Background: an optimization exercise with open tools, aiming at small area, a short achievable clock period and few clock cycles. Do not read the settings as production practice.
Function was checked by simulation only, so behaviour that the tests miss may differ from the original.
No activity file was given, so power comes from the tool's default toggle rates.

job 7713:
// h1_codec
module h1_codec (
    input  wire        clk,
    input  wire        rst,
    input  wire        cmd_valid,
    output wire        cmd_ready,
    input  wire [3:0]  cmd_code,
    input  wire        cmd_is_server,
    input  wire [2:0]  cmd_n,
    input  wire [15:0] cmd_len,
    input  wire [31:0] cmd_a,
    input  wire [31:0] cmd_b,
    input  wire        din_valid,
    output wire        din_ready,
    input  wire [31:0] din_data,
    output wire        rsp_valid,
    input  wire        rsp_ready,
    output wire [2:0]  rsp_status,
    output wire [31:0] rsp_data,
    output wire [31:0] rsp_data2,
    output wire [4:0]  rsp_info
);
Size in the first run: ~200 I/O pins, about 13000 sq um of cells after synthesis.
export LEC_CHECK = 0
export ABC_CLOCK_PERIOD_IN_PS = 2000
export CAP_MARGIN = 20
export CORE_MARGIN = 2
export CORE_UTILIZATION = 40
export PLACE_DENSITY = 0.6
export SETUP_SLACK_MARGIN = 2.7
export SLEW_MARGIN = 20
create_clock -name core_clock -period 5.0 [get_ports {clk}]
standard.sh (not shown) runs the stock make flow with config.mk's settings and CLKGATE_MAP_FILE= SYNTH_SCRIPT=/design/flow/synth_recipe.tcl, a recipe that flattens the netlist after the stock synthesis.
==> flow/flow/run.sh <==
#!/bin/bash
# Layout flow: the standard flow (standard.sh: ORFS synthesis to the
# final layout, unchanged), with the I/O port buffers that global placement
# inserts made from sky130_fd_sc_hd__buf_1 instead of the resizer's default
# pick. Every port still gets its own buffer. The full output of the ORFS
# run goes to flow_standard.log in this folder; each tool's own log is kept
# by ORFS under orfs/logs/.
set -euo pipefail
export BUFFER_PORTS_ARGS="-buffer_cell sky130_fd_sc_hd__buf_1"
bash standard.sh > flow_standard.log 2>&1
Testbench counts of job 7713, summed over its fixed seeds: cycles 77,486.
Input-level comparison between job 9408 and job 7713:
Settings: a change of SETUP_SLACK_MARGIN from 2.7 to 2.6.
## What came out
Final critical-path setup slack, job 9408 and job 7713: smaller value in job 9408
Routed wire length per instance: job 9408 vs job 7713 down 2.1%
Delta (job 9408 minus job 7713): worst hold slack went up, clock skew now sits higher, summed area of non-filler cells in the final layout saw a decrease.
The end point of the critical path comes out crc_n[18]$_DFF_P_ in one run and crc_n[13]$_DFF_P_ in the other, namely in job 9408 and job 7713 respectively.
--- input diff job 9408..job 2471 ---
==> flow/flow/run.sh <==
#!/bin/bash
# Layout flow: the standard flow (standard.sh: ORFS synthesis to the
# final layout, unchanged), with the I/O port buffers that global placement
# inserts made from sky130_fd_sc_hd__buf_2 instead of the resizer's default
# pick. Every port still gets its own buffer. The full output of the ORFS
# run goes to flow_standard.log in this folder; each tool's own log is kept
# by ORFS under orfs/logs/.
set -euo pipefail
export BUFFER_PORTS_ARGS="-buffer_cell sky130_fd_sc_hd__buf_2"
bash standard.sh > flow_standard.log 2>&1
### Flow results
Going from job 9408 to job 2471, total design power higher, sequential share of layout area decreased 0.87 points, measured slew at the worst slew-check pin moved down, number of clock buffers in the layout went down by about 5%.
Share of power burned in the clock network essentially unchanged between job 2471 and job 9408.
Compared with job 9408, highest attainable clock frequency in job 2471 decreased by a few percent.
Summary of job 2471 over job 9408: largest net degree at the start of global routing now larger, setup slack -0.10 ns, smallest hold slack now sits lower, clock-pin slew on the worst setup and hold paths closely matched the old numbers.
Here is what was changed in the inputs of job 4116 compared with job 2471.
Settings: CAP_MARGIN changed from 20 to 5; SLEW_MARGIN changed from 20 to 5.
==> flow/flow/run.sh <==
#!/bin/bash
# Layout flow: the standard flow (standard.sh: ORFS synthesis to the
# final layout, unchanged), with the I/O port buffers that global placement
# inserts made from sky130_fd_sc_hd__buf_1 instead of the resizer's default
# pick. Every port still gets its own buffer. The full output of the ORFS
# run goes to flow_standard.log in this folder; each tool's own log is kept
# by ORFS under orfs/logs/.
set -euo pipefail
export BUFFER_PORTS_ARGS="-buffer_cell sky130_fd_sc_hd__buf_1"
bash standard.sh > flow_standard.log 2>&1
Findings:
Job 2471 has a lower setup slack than job 4116.
| design area | job 4116 vs job 2471 | ≈ equal |
Compared with job 2471, in job 4116 aggregate routed wire length fell by about 2.2%; final critical-path required period down 0.046 ns; post-synthesis to final-layout area growth did not really move; flip-flop and latch count ~0 delta.
### job 4116 -> job 3665
Settings: swapping 5 for 20 in SLEW_MARGIN; swapping 40 for 55 in CORE_UTILIZATION; swapping 0.6 for 0.7 in PLACE_DENSITY; swapping 5 for 20 in CAP_MARGIN.
## What came out
- Job 4116 vs job 3665, critical path launch point: sel_cfg$_SDFFCE_PP0P_ vs dreg[20]$_DFFE_PP_
- Job 4116 ended up with more cell instances than job 3665 did.
- Run comparison: job 3665 commonest non-fill, non-tap cell in the layout sky130_fd_sc_hd__buf_1; job 4116 commonest non-fill, non-tap cell in the layout sky130_fd_sc_hd__xnor2_1
- Going from job 4116 to job 3665, post-route worst setup slack saw a decrease; final area down 550 sq um; total power now sits lower; maximum number of pins on one net before global-route repair moved down.

port drivers added, routing unchanged:
The results above use ideal ports. As a check the final layouts listed here were re-extracted and re-timed, cells and wires unchanged.
Step 1 (the two cells are an assumption about what drives the block):
set clk [get_ports {clk}]
set_driving_cell -lib_cell sky130_fd_sc_hd__clkbuf_16 $clk
set_driving_cell -lib_cell sky130_fd_sc_hd__buf_2 [delete_from_list [all_inputs] $clk]
Step 2 times the ports against the registers' clock, not the clock port: input delays grow and output delays shrink by t, the midpoint of the rising clock arrivals with the driver on.
Slacks: no drivers / after step 1 / after step 2; pairs: no drivers / after step 1.
run | t, ns | setup slack, ns | worst setup path after step 2 | latest minus earliest clock arrival (ns) | slew at the worst register clock pin (ns)
job 7713 | 0.499 | 2.602 / 2.602 / 2.199 | input to register | 0.013 / 0.012 | 0.08 / 0.08
job 9408 | 0.494 | 2.595 / 2.588 / 2.242 | input to register | 0.018 / 0.017 | 0.08 / 0.08
job 2471 | 0.506 | 2.491 / 2.491 / 2.158 | input to register | 0.013 / 0.013 | 0.09 / 0.09
job 4116 | 0.516 | 2.538 / 2.480 / 2.203 | input to register | 0.033 / 0.033 | 0.08 / 0.08
job 3665 | 0.493 | 2.527 / 2.527 / 2.233 | input to register | 0.014 / 0.014 | 0.09 / 0.09
After both steps setup and hold are still met in every run listed. For job 7713, which loses most, drivers alone change the setup slack by 0.000 ns; drivers and shift together by -0.403 ns.
